From an optimization exercise on the open Yosys and OpenROAD flow, aimed at small area, a short achievable clock period and few clock cycles per item; shortcuts taken in it are not production practice.
RTL that was checked went through simulation tests only; none was proved equivalent to the original.
Power is estimated from default activity; no workload was simulated.

==> 02-13 <==
## yce_block_conv
module yce_block_conv (
    input  wire         clk,
    input  wire         rst,             
    input  wire         in_valid,
    output wire         in_ready,
    input  wire         in_fmt,          
    input  wire         in_chroma,       
    input  wire [511:0] in_data,
    output reg          out_valid,
    input  wire         out_ready,
    output reg          out_chroma,
    output reg  [127:0] out_y,
    output reg  [63:0]  out_u,
    output reg  [63:0]  out_v
);
==> flow/config.mk <==
export PLATFORM = sky130hd
export DESIGN_NAME = yce_block_conv
export DESIGN_NICKNAME = yce_block_conv
export VERILOG_FILES = /design/flow/design.v
export SDC_FILE = /design/flow/constraint.sdc
export NUM_CORES = 4
export LEC_CHECK = 0
export CAP_MARGIN = 20
export CORE_MARGIN = 2
export CORE_UTILIZATION = 40
export SLEW_MARGIN = 20
export SYNTH_HIERARCHICAL = 1
==> flow/constraint.sdc <==
create_clock -name core_clock -period 10.0 [get_ports {clk}]
set_input_delay 2.0000 -clock core_clock [delete_from_list [all_inputs] [get_ports {clk}]]
set_output_delay 2.0000 -clock core_clock [all_outputs]
set_load 0.01 [all_outputs]
standard.sh (not shown) runs the stock make flow with config.mk's settings and CLKGATE_MAP_FILE= SYNTH_SCRIPT=/design/flow/synth_recipe.tcl, a recipe that flattens the netlist after the stock synthesis.
==> flow/flow/run.sh <==
#!/bin/bash
# The standard layout (the standard.sh: standard synthesis, floorplan,
# placement, CTS, routing) with two changes to how it is made:
#  * timing repair aims for 5.7 ns of setup slack at the design's 10 ns
#    clock (a 4.3 ns period, which is what the design can reach) instead of
#    only 0 ns;
#  * the buffers that the flow puts on every input and output port are
#    sky130_fd_sc_hd__buf_1 instead of the cell buffer_ports picks by itself
#    (clkdlybuf4s50_1); repair may resize them as for any other cell.
# Each tool's output is in standard_flow.log and in orfs/logs/.
set -euo pipefail
bash standard.sh SETUP_SLACK_MARGIN=5.7 "BUFFER_PORTS_ARGS=-buffer_cell sky130_fd_sc_hd__buf_1" finish > standard_flow.log 2>&1
==> inputs of 04-09, as changes to 02-13 <==
--- a/flow/design.v
+++ b/flow/design.v
@@ -22,30 +22,25 @@
     output reg  [63:0]  out_v
 );
     reg         s_valid;
     reg         s_chroma;
     reg [383:0] s_px;                    
-    reg         not_full;
     wire out_en = !out_valid || out_ready;
-    wire s_en   = not_full || out_ready;       
+    wire s_en   = !s_valid || out_en;
     assign in_ready = s_en;
     wire [383:0] in_px;
     genvar n;
     generate
         for (n = 0; n < 16; n = n + 1) begin : g_in
             assign in_px[24*n +: 24] = in_fmt ? in_data[32*n +: 24] : in_data[24*n +: 24];
         end
     endgenerate
-    wire s_valid_n   = s_en ? in_valid : s_valid;
-    wire out_valid_n = out_en ? s_valid : out_valid;
     always @(posedge clk) begin
         if (rst) begin
-            s_valid  <= 1'b0;
-            not_full <= 1'b1;
-        end else begin
-            s_valid  <= s_valid_n;
-            not_full <= !(s_valid_n && out_valid_n);
+            s_valid <= 1'b0;
+        end else if (s_en) begin
+            s_valid <= in_valid;
         end
         if (s_en) begin
             s_chroma <= in_chroma;
             s_px     <= in_px;
         end
==> qor summary <==
item                                                                   04-09        02-13
Top achievable clock speed                                           219 MHz      220 MHz
Post-route clock skew                                                19.9 ps      34.2 ps
Multi-input gate area in the final layout                        0.0408 mm^2  0.0417 mm^2
Share of cell area taken by flip-flops and latches                     0.269        0.267
Initial core utilization                                               0.403        0.402
Result of the run                           no timing/DRC/antenna violations  no timing/DRC/antenna violations
Multi-input gate share of total cell area                              0.568        0.575
Final critical path time including I/O delays and setup              4570 ps      4540 ps
Comb power frac                                                        0.632        0.636
DR WL met2                                                          84800 um     87800 um
Non-clock buffer total of the final layout                              1081         1034
Vert. Die Dim                                                         392 um       395 um
Antenna violations before repair                                          33           18
Post-route setup slack                                               5430 ps      5460 ps
Clock distribution power                                             3.13 mW      3.25 mW
Max transition margin                                                  0.346        0.313
Pin count of the biggest net entering global routing                     142          140
Proportion of netlist area held by the largest area contributor        0.329        0.325
Tap cells                                                               2016         2030
Number of multi-input logic gates                                       3411         3468
Proportion of cell area spent on the clock network                    0.0387       0.0404
No functional check of the RTL was part of any run of this note.

==> 07-06: inputs <==
yce_block_conv, a different RTL version from the one above (not shown whole).
export LEC_CHECK = 0
export CAP_MARGIN = 20
export CORE_MARGIN = 2
export CORE_UTILIZATION = 40
export SLEW_MARGIN = 20
export SYNTH_HIERARCHICAL = 1
create_clock -name core_clock -period 10.0 [get_ports {clk}]
==> flow/flow/run.sh <==
#!/bin/bash
# The standard layout (the standard.sh: standard synthesis, floorplan,
# placement, CTS, routing) with two changes to how it is made:
#  * timing repair aims for 5.45 ns of setup slack at the design's 10 ns
#    clock (a 4.55 ns period, which is what the design can reach) instead of
#    only 0 ns;
#  * the buffers that the flow puts on every input and output port are
#    sky130_fd_sc_hd__buf_1 instead of the cell buffer_ports picks by itself
#    (clkdlybuf4s50_1); repair may resize them as for any other cell.
# Each tool's output is in standard_flow.log and in orfs/logs/.
set -euo pipefail
bash standard.sh SETUP_SLACK_MARGIN=5.45 "BUFFER_PORTS_ARGS=-buffer_cell sky130_fd_sc_hd__buf_1" finish > standard_flow.log 2>&1
==> inputs of 03-14, as changes to 07-06 <==
--- a/flow/design.v
+++ b/flow/design.v
@@ -20,29 +20,34 @@
     output reg  [127:0] out_y,
     output reg  [63:0]  out_u,
     output reg  [63:0]  out_v
 );
     reg         s_valid;
     reg         s_chroma;
     reg [383:0] s_px;                    
+    reg         not_full;
     wire out_en = !out_valid || out_ready;
     wire s_en   = !s_valid || out_en;
-    assign in_ready = s_en;
+    assign in_ready = not_full || out_ready;   
     wire [383:0] in_px;
     genvar n;
     generate
         for (n = 0; n < 16; n = n + 1) begin : g_in
             assign in_px[24*n +: 24] = in_fmt ? in_data[32*n +: 24] : in_data[24*n +: 24];
         end
     endgenerate
+    wire s_valid_n   = s_en ? in_valid : s_valid;
+    wire out_valid_n = out_en ? s_valid : out_valid;
     always @(posedge clk) begin
         if (rst) begin
-            s_valid <= 1'b0;
-        end else if (s_en) begin
-            s_valid <= in_valid;
+            s_valid  <= 1'b0;
+            not_full <= 1'b1;
+        end else begin
+            s_valid  <= s_valid_n;
+            not_full <= !(s_valid_n && out_valid_n);
         end
         if (s_en) begin
             s_chroma <= in_chroma;
             s_px     <= in_px;
         end
     end
     wire [127:0] y_bytes;
==> flow/flow/run.sh (replaced) <==
#!/bin/bash
# The standard layout (the standard.sh: standard synthesis, floorplan,
# placement, CTS, routing) with two changes to how it is made:
#  * timing repair aims for 5.6 ns of setup slack at the design's 10 ns
#    clock (a 4.4 ns period, which is what the design can reach) instead of
#    only 0 ns;
#  * the buffers that the flow puts on every input and output port are
#    sky130_fd_sc_hd__buf_1 instead of the cell buffer_ports picks by itself
#    (clkdlybuf4s50_1); repair may resize them as for any other cell.
# Each tool's output is in standard_flow.log and in orfs/logs/.
set -euo pipefail
bash standard.sh SETUP_SLACK_MARGIN=5.6 "BUFFER_PORTS_ARGS=-buffer_cell sky130_fd_sc_hd__buf_1" finish > standard_flow.log 2>&1
- CORE_UTILIZATION: 40 -> 60
- PLACE_DENSITY: default -> 0.72
==> inputs of 12-02, as changes to 07-06 <==
--- a/flow/design.v
+++ b/flow/design.v
@@ -20,29 +20,34 @@
     output reg  [127:0] out_y,
     output reg  [63:0]  out_u,
     output reg  [63:0]  out_v
 );
     reg         s_valid;
     reg         s_chroma;
     reg [383:0] s_px;                    
+    reg         not_full;
     wire out_en = !out_valid || out_ready;
     wire s_en   = !s_valid || out_en;
-    assign in_ready = s_en;
+    assign in_ready = not_full || out_ready;   
     wire [383:0] in_px;
     genvar n;
     generate
         for (n = 0; n < 16; n = n + 1) begin : g_in
             assign in_px[24*n +: 24] = in_fmt ? in_data[32*n +: 24] : in_data[24*n +: 24];
         end
     endgenerate
+    wire s_valid_n   = s_en ? in_valid : s_valid;
+    wire out_valid_n = out_en ? s_valid : out_valid;
     always @(posedge clk) begin
         if (rst) begin
-            s_valid <= 1'b0;
-        end else if (s_en) begin
-            s_valid <= in_valid;
+            s_valid  <= 1'b0;
+            not_full <= 1'b1;
+        end else begin
+            s_valid  <= s_valid_n;
+            not_full <= !(s_valid_n && out_valid_n);
         end
         if (s_en) begin
             s_chroma <= in_chroma;
             s_px     <= in_px;
         end
     end
     wire [127:0] y_bytes;
- CORE_UTILIZATION: 40 -> 60
- CTS_CLUSTER_DIAMETER: default -> 70
- CTS_CLUSTER_SIZE: default -> 30
- PLACE_DENSITY: default -> 0.72
==> inputs of 05-10, as changes to 07-06 <==
--- a/flow/design.v
+++ b/flow/design.v
@@ -20,29 +20,34 @@
     output reg  [127:0] out_y,
     output reg  [63:0]  out_u,
     output reg  [63:0]  out_v
 );
     reg         s_valid;
     reg         s_chroma;
     reg [383:0] s_px;                    
+    reg         not_full;
     wire out_en = !out_valid || out_ready;
     wire s_en   = !s_valid || out_en;
-    assign in_ready = s_en;
+    assign in_ready = not_full || out_ready;   
     wire [383:0] in_px;
     genvar n;
     generate
         for (n = 0; n < 16; n = n + 1) begin : g_in
             assign in_px[24*n +: 24] = in_fmt ? in_data[32*n +: 24] : in_data[24*n +: 24];
         end
     endgenerate
+    wire s_valid_n   = s_en ? in_valid : s_valid;
+    wire out_valid_n = out_en ? s_valid : out_valid;
     always @(posedge clk) begin
         if (rst) begin
-            s_valid <= 1'b0;
-        end else if (s_en) begin
-            s_valid <= in_valid;
+            s_valid  <= 1'b0;
+            not_full <= 1'b1;
+        end else begin
+            s_valid  <= s_valid_n;
+            not_full <= !(s_valid_n && out_valid_n);
         end
         if (s_en) begin
             s_chroma <= in_chroma;
             s_px     <= in_px;
         end
     end
     wire [127:0] y_bytes;
- ABC_AREA: default -> 1
- CORE_UTILIZATION: 40 -> 60
- PLACE_DENSITY: default -> 0.72
==> comparison table <==
quantity	05-10	07-06	12-02	03-14
Outcome	no timing/DRC/antenna violations	no timing/DRC/antenna violations	no timing/DRC/antenna violations	no timing/DRC/antenna violations
Met3 global-route usage	7.30%	4.78%	6.85%	8.37%
Post-layout min period	4.51 ns	4.58 ns	4.52 ns	4.45 ns
Static Leakage	31.8 nW	27.4 nW	27.1 nW	27.7 nW
DRT met1 WL	71.0 mm	78.6 mm	65.3 mm	65.6 mm
Number of flip-flops and latches	645	644	645	645
Total track usage	34.9%	24.0%	32.5%	33.0%
Proportion of cell area spent on the clock network	3.44%	3.90%	3.04%	3.64%
Inserted tap cell count	1380	1930	1298	1298
Share of the core filled with cells in the final layout	67.4%	46.6%	68.1%	69.3%
Terminating pin of the worst hold path	out_valid	out_y[111]	out_valid	not_full
Number of global-route vias before repair	46900	41400	40900	41500
Post-route design area	69900 µm²	68900 µm²	68000 µm²	69200 µm²
Pin count of the biggest net entering global routing	221	136	153	153
Clock power frac	13.2%	15.4%	12.5%	14.1%
Multi-input combinational gate total	4208	3300	3356	3356
Vias per Instance	5.63	5.47	6.06	6.06
Actual slew at the worst max-slew pin	1.14 ns	1.04 ns	1.08 ns	1.07 ns
Launch instance of the worst register-to-register path	s_px[310]	s_px[164]	s_px[113]	s_px[23]
Tot Pwr	20.7 mW	19.6 mW	19.4 mW	20.2 mW
Setup repair after global routing missed its margin	false	true	true	true
# Post-CTS Setup Buffers	0	36	17	57
Combinational cell fraction of total power	64.1%	60.9%	63.6%	63.0%
Testbench counts of 03-14, summed over its fixed seeds: cycles 6,008, items 6,000.
Testbench counts of 12-02, summed over its fixed seeds: cycles 6,008, items 6,000.
Testbench counts of 05-10, summed over its fixed seeds: cycles 6,008, items 6,000.
No functional check of the RTL was part of 07-06.

## afterwards: timing with drivers on the ports
No port has a modelled driver above. Below, the same layouts with a new extraction and two added sets of constraints. Step 1 sets driving cells, clkbuf_16 on the clock port and buf_2 on the other inputs (assumed; they add their load-dependent delay and slew). Step 2 adds t to the input delays and takes it off the output delays; t is the mean of the earliest and latest rising clock arrival at the registers after step 1. Input paths then give back, and output paths get back, about the clock's delay inside the block. a / b / c = ideal / step 1 / step 2; a / b = the first two.
| run | t (ns) | setup WS [ns] | worst hold slack (ns) | clock arrival spread, ns | worst register clock-pin slew, ns |
|---|---|---|---|---|---|
| 02-13 | 0.778 | 5.461 / 5.418 / 5.216 | 0.494 / 0.494 / 0.494 | 0.041 / 0.042 | 0.07 / 0.07 |
| 04-09 | 0.760 | 5.430 / 5.387 / 5.154 | 0.669 / 0.669 / 0.669 | 0.027 / 0.027 | 0.07 / 0.07 |
| 07-06 | 0.770 | 5.419 / 5.388 / 4.830 | 0.767 / 0.767 / 0.767 | 0.033 / 0.033 | 0.07 / 0.07 |
| 03-14 | 0.748 | 5.552 / 5.526 / 5.526 | 0.591 / 0.591 / 0.591 | 0.047 / 0.047 | 0.07 / 0.07 |
| 12-02 | 0.749 | 5.479 / 5.455 / 5.455 | 0.596 / 0.596 / 0.596 | 0.042 / 0.042 | 0.11 / 0.11 |
| 05-10 | 0.720 | 5.490 / 5.468 / 5.037 | 0.518 / 0.518 / 0.518 | 0.037 / 0.037 | 0.06 / 0.06 |
After both steps setup and hold are still met in every run listed. The setup slack of 07-06, which loses most, moves by -0.031 ns with the drivers and by -0.589 ns with both steps.
